This design comes from an exercise in tuning for small area on the open sky130 flow, not from production work.
In this exercise RTL edits were held to simulation tests only and were not proved equivalent to the original.
Power figures rest on the tool's default switching activity, not on a simulated workload.

### flow/design.v
module btncore_debounce #(
    parameter integer T_DEBOUNCE = 50
) (
    input  wire clk,
    input  wire rst,
    input  wire btn_n,           
    input  wire service,         
    output reg  is_debouncing,
    output reg  irq_en,
    output wire due              
);
    reg [5:0] db_cnt;
    reg       prev_n;
    wire fall   = prev_n & ~btn_n;
    wire accept = fall & irq_en & ~is_debouncing;
    assign due = is_debouncing & (db_cnt <= 6'd1);
    always @(posedge clk) begin
        prev_n <= btn_n;
        if (rst) begin
            is_debouncing <= 1'b0;
            irq_en        <= 1'b1;
            db_cnt        <= 6'd0;
        end else if (accept) begin
            is_debouncing <= 1'b1;
            irq_en        <= 1'b0;
            db_cnt        <= T_DEBOUNCE[5:0];
        end else if (service) begin
            is_debouncing <= 1'b0;
            irq_en        <= 1'b1;
            db_cnt        <= 6'd0;
        end else if (is_debouncing && db_cnt != 6'd0) begin
            db_cnt <= db_cnt - 6'd1;
        end
    end
endmodule
module btncore_glyph (
    input  wire [3:0]  digit,
    output reg  [24:0] glyph
);
    always @(*) begin
        case (digit)
            4'd0:    glyph = 25'h1F8C63F;
            4'd1:    glyph = 25'h0E210C4;
            4'd2:    glyph = 25'h1F0FE1F;
            4'd3:    glyph = 25'h1F87E1F;
            4'd4:    glyph = 25'h1087E31;
            4'd5:    glyph = 25'h1F87C3F;
            4'd6:    glyph = 25'h1F8FC3F;
            4'd7:    glyph = 25'h042221F;
            4'd8:    glyph = 25'h1F8FE3F;
            4'd9:    glyph = 25'h1F87E3F;
            default: glyph = 25'h0000000;
        endcase
    end
endmodule
module btncore_tone (
    input  wire [3:0]  digit,
    output reg  [15:0] freq
);
    always @(*) begin
        case (digit)
            4'd0:    freq = 16'd262;
            4'd1:    freq = 16'd294;
            4'd2:    freq = 16'd330;
            4'd3:    freq = 16'd349;
            4'd4:    freq = 16'd392;
            4'd5:    freq = 16'd440;
            4'd6:    freq = 16'd494;
            4'd7:    freq = 16'd523;
            4'd8:    freq = 16'd587;
            4'd9:    freq = 16'd659;
            default: freq = 16'd0;
        endcase
    end
endmodule
module btncore (
    input  wire        clk,
    input  wire        rst,
    input  wire [1:0]  btn_n,             
    output wire [3:0]  digit_o,
    output wire [24:0] glyph_o,
    output wire        render_stb_o,
    output wire        tone_on_o,
    output wire [15:0] tone_freq_o,
    output wire        tone_start_stb_o,
    output wire        tone_stop_stb_o,
    output wire        pwm_en_o,
    output wire        status_led_o,
    output wire [1:0]  is_debouncing_o,
    output wire [1:0]  irq_en_o
);
    localparam integer T_DEBOUNCE = 50;
    localparam integer T_SILENCE  = 200;
    localparam integer T_BLINK    = 100;
    reg [3:0]           digit;
    reg [T_SILENCE:1]   sil;             
    reg [6:0]           blink_cnt;
    reg                 status_led;
    reg                 tone_on;
    reg                 pwm_en;
    reg                 render_stb;
    reg                 tone_start_stb;
    reg                 tone_stop_stb;
    wire [1:0] due;
    wire       ci = due[0];
    wire       cd = due[1] & ~due[0];
    btncore_debounce #(.T_DEBOUNCE(T_DEBOUNCE)) u_db_inc (
        .clk(clk), .rst(rst), .btn_n(btn_n[0]), .service(ci),
        .is_debouncing(is_debouncing_o[0]), .irq_en(irq_en_o[0]), .due(due[0])
    );
    btncore_debounce #(.T_DEBOUNCE(T_DEBOUNCE)) u_db_dec (
        .clk(clk), .rst(rst), .btn_n(btn_n[1]), .service(cd),
        .is_debouncing(is_debouncing_o[1]), .irq_en(irq_en_o[1]), .due(due[1])
    );
    wire press_inc = ci & ~btn_n[0];
    wire press_dec = cd & ~btn_n[1];
    wire press     = press_inc | press_dec;
    wire silence   = sil[1];
    wire blink     = (blink_cnt == 7'd1);
    always @(posedge clk) begin
        if (rst) begin
            digit          <= 4'd0;
            sil            <= {T_SILENCE{1'b0}};
            blink_cnt      <= T_BLINK[6:0];
            status_led     <= 1'b0;
            tone_on        <= 1'b0;
            pwm_en         <= 1'b0;
            render_stb     <= 1'b0;
            tone_start_stb <= 1'b0;
            tone_stop_stb  <= 1'b0;
        end else begin
            if (press_inc)
                digit <= (digit == 4'd9) ? 4'd0 : digit + 4'd1;
            else if (press_dec)
                digit <= (digit == 4'd0) ? 4'd9 : digit - 4'd1;
            sil <= {press, sil[T_SILENCE:2]};
            if (press)
                tone_on <= 1'b1;
            else if (silence)
                tone_on <= 1'b0;
            if (press)
                pwm_en <= 1'b1;
            render_stb     <= press;
            tone_start_stb <= press;
            tone_stop_stb  <= silence;
            if (blink) begin
                blink_cnt  <= T_BLINK[6:0];
                status_led <= ~status_led;
            end else begin
                blink_cnt  <= blink_cnt - 7'd1;
            end
        end
    end
    btncore_glyph u_glyph (.digit(digit), .glyph(glyph_o));
    btncore_tone  u_tone  (.digit(digit), .freq(tone_freq_o));
    assign digit_o          = digit;
    assign render_stb_o     = render_stb;
    assign tone_on_o        = tone_on;
    assign tone_start_stb_o = tone_start_stb;
    assign tone_stop_stb_o  = tone_stop_stb;
    assign pwm_en_o         = pwm_en;
    assign status_led_o     = status_led;
endmodule
### flow/run.sh
#!/bin/bash
# synth_recipe.tcl (not shown) runs the flow's synth.tcl, then flattens the netlist and writes it again
# the make line also repeats each setting of config.mk as NAME=value (left out here)
make -C /OpenROAD-flow-scripts/flow DESIGN_CONFIG=/design/flow/config.mk WORK_HOME=/design/flow/orfs CLKGATE_MAP_FILE= SYNTH_SCRIPT=/design/flow/synth_recipe.tcl finish
### flow/config.mk
export PLATFORM = sky130hd
export DESIGN_NAME = btncore
export DESIGN_NICKNAME = btncore
export VERILOG_FILES = /design/flow/design.v
export SDC_FILE = /design/flow/constraint.sdc
export NUM_CORES = 4
export LEC_CHECK = 0
export CAP_MARGIN = 20
export CORE_MARGIN = 2
export CORE_UTILIZATION = 40
export SLEW_MARGIN = 20
### flow/constraint.sdc
create_clock -name core_clock -period 10.0 [get_ports {clk}]
set_input_delay 2.0000 -clock core_clock [delete_from_list [all_inputs] [get_ports {clk}]]
set_output_delay 2.0000 -clock core_clock [all_outputs]
set_load 0.01 [all_outputs]
==> results.yml <==
clock_network:
  clk_latency_ps: 510
  cts_hold_buf: 0
  cts_tree: "done"
  cts_htree_levels: 1
  cts_buffers: 25
  cts_max_path_buffers: 3
  root_buffer: "clkbuf_16"
  cts_sinks: 258
  cts_resized: 0
  postCtsSetupBuffers: 0
  clk_pin_slew_ps: 60
sta:
  whs_ps: 432.5
  period_share_pct: 43.30
  finClkSkew_ps: 7.358
  fin_tns_setup_ps: 0
  setup_viol: 0
  finalCriticalPeriod_ps: 4330
  timing.fmax_mhz: 230.9
  rsz0062_at_grt: "false"
  drv_slew: 0
  final_hold_viol_count: 0
  fin_ws_ps: 5670
  worst_pin_slew_ps: 1012
  slew_headroom_pct: 32.52
floorplan:
  initial_core_util_pct: 41.14
  row_count: 51
  die_x_um: 145.9
  core_um2: 19590
  die_h_um: 145.9
  ioPinCount: 59
  die_area_um2: 21300
setup_path:
  worstReg2RegStart: "u_db_inc.db_cnt[0]$_SDFFE_PP0P_"
  end_kind: "flip-flop"
  arrival_ps: 4760
  critPathKind: "in -> reg"
  cp.required_ps: 10430
  crit_fanout: 10
  start_kind: "input pin"
  critPathLaunch: "btn_n[0]"
power:
  p_comb_share_pct: 7.4
  seqPwrFrac_pct: 50.9
  p_sw_w: 0.0004704
  p_int_w: 0.001642
  sw_frac_of_total_pct: 22.27
  powerDensity_nw_per_um2: 224.0
  ir_drop_mv: 0.1447
  p_clk_share_pct: 41.7
  leakage_nw: 3.727
global_route:
  grt_first_pass_wirelength_um: 20130
  grt_max_degree: 151
  track_usage_pct: 11.09
  grt_overflow: 0
  antenna_found_initial: 0
  grt_pass1_vias: 4208
min_path:
  min_path_type: "reg -> reg"
  min-delay-start: "sil[27]$_SDFF_PP0_"
layout:
  post-route-util_pct: 48.12
  drive_gt1_share_pct: 7.451
  diodes: 0
  area_growth_pct: 16.97
  nNetsFinal: 769
placement:
  port_buffers: 49
  pre_cts_slack_ps: 4933
  place.gp.congestion: 0.7326
  dp_hpwl_um: 7099
synth:
  yosysTopAreaCellShare_pct: 64.09
  synthCells: 715
  synthArstFlopShare_pct: 0
  ys_seq_elements: 258
  ys_seq_area_share_pct: 64.09
  synth-edff-count: 0
  yosys_warnings: 4
  synth_common_cells: "dfxtp_1 (258), nor2b_1 (204), clkbuf_1 (27)"
  synth_cell_types: 53
  dominantRegCellSynth: "dfxtp_1"
  synth_area_leader_cell: "dfxtp_1"
  syn-cell-area_um2: 8059
  synth.most_common_cell: "dfxtp_1"
  synth.area.top_cells: "dfxtp_1 (64%), nor2b_1 (16%), ha_1 (2.5%)"
  syn_area_per_cell_um2: 11.27
detailed_routing:
  wl_per_cell_um: 11.69
  ant_nets: 0
  drc: 0
  wirelength_um: 12040
  drt_iter0_drc: 174
  first_pass_iters: 4
  vias_per_cell: 4.330
  vias: 4460
outcome:
  status: "finished clean"
flow_run:
  maxCapViolations: 0
[cell families (layout without fill, tap and decap cells)]
family / count (synthesis) / in the layout / synth area share, %
flip-flops: 258 / 258 / 64.09
XOR/XNOR: 17 / 17 / 1.848
other: 1 / 9 / 0.04653
AND/OR/NAND/NOR: 287 / 287 / 21.27
AO/OA/AOI/OAI: 55 / 55 / 4.425
multiplexers: 12 / 12 / 1.568
buffers and inverters: 69 / 111 / 4.269
adder cells (fa/ha/maj): 16 / 16 / 2.484
[worst max-delay path, cell delays in order]
cell and delay (ps):
clkdlybuf4s50_1 500, or3_1 490, a211oi_1 260, a311o_1 440, clkinv_2 270, ha_1 350
mux2_2 290, o21ai_0 150
[cells in the final DEF (no fill, tap or decap), types with 6 or more instances in the layout]
cell type	instances
nor2_1	24
ha_1	16
dfxtp_1	258
inv_1	15
a21oi_1	15
o21ai_0	17
clkinv_2	9
clkbuf_16	25
nand2_1	22
nor3_1	6
xor2_1	8
mux2i_1	7
nor2b_1	204
clkdlybuf4s50_1	48
xnor2_1	9
conb_1	9
[area by class of cell]
type / count / area [um2]
multi-input cells: 396 / 2580
flip-flops and latches: 258 / 5165
fillers: 1783 / 10160
clock inverters: 10 / 78.83
clock buffers: 33 / 695.7
well taps: 265 / 331.6
inverters: 17 / 65.06
repair buffers: 51 / 510.5
[power by group through the flow]
stage,Clock [W],Combinational (W),Sequential (W)
after global routing,0.000948,0.000172,0.00108
after floorplan,0,0.0000965,0.00110
after global placement,0,0.000151,0.00110
final,0.000880,0.000156,0.00108
after CTS,0.000911,0.000157,0.00108
after detailed placement,0,0.000156,0.00110
[flip-flops by register name, summed over array words and instances (netlist names), 4 cells and up]
register	count
u_db_inc.db_cnt	6
u_db_dec.db_cnt	6
glyph_o	15
blink_cnt	7
digit	4
tone_freq_o	10
sil	200
[per-stage QoR]
stage	total power (W)	instance area (um2)	std cells
final	0.002112	9427	1030
after global routing	0.002198	9427	1030
after CTS	0.002144	9415	1029
after detailed placement	0.001255	8641	986
after global placement	0.001249	8641	986
after floorplan	0.001197	8089	723
[path summary, 6_finish.rpt]
kind | endpoint | slack, ps | cells after the start
worst max-delay path | glyph_o[12]$_DFF_P_ | 5670 | 8
worst min-delay path | sil[26]$_SDFF_PP0_ | 430 | 1
worst max register to register | glyph_o[5]$_DFF_P_ | 6270 | 11
worst min register to register | sil[26]$_SDFF_PP0_ | 430 | 1
[routing by layer]
metal	vias up	part of all wire, %	track usage (%)
met4	0	2.7	4.559
met5	-	0	0
li1	2295	-	-
met1	2087	49	15.19
met2	52	45	16.93
met3	26	3.5	2.539

==> separate check: timing with driven ports <==
The results above use ideal ports. As a check the final layout listed here was re-extracted and re-timed, cells and wires unchanged.
Step 1, drivers: a clkbuf_16 drives clk and a buf_2 each remaining input, both assumed.
Step 2 moves the port delays by t, midway between the first and last clock arrival at a register: inputs arrive t later, outputs are due t later. That takes back most of the time a late clock gives input paths.
Slacks: ideal ports / drivers / drivers and shift; pairs: ideal ports / drivers.
t, ns: 0.548
setup slack, ns: 5.670 / 5.688 / 5.140
worst setup path after step 2: input to register
After both steps setup and hold are still met in this run. The setup slack of this run moves by +0.018 ns with the drivers and by -0.530 ns with both steps.
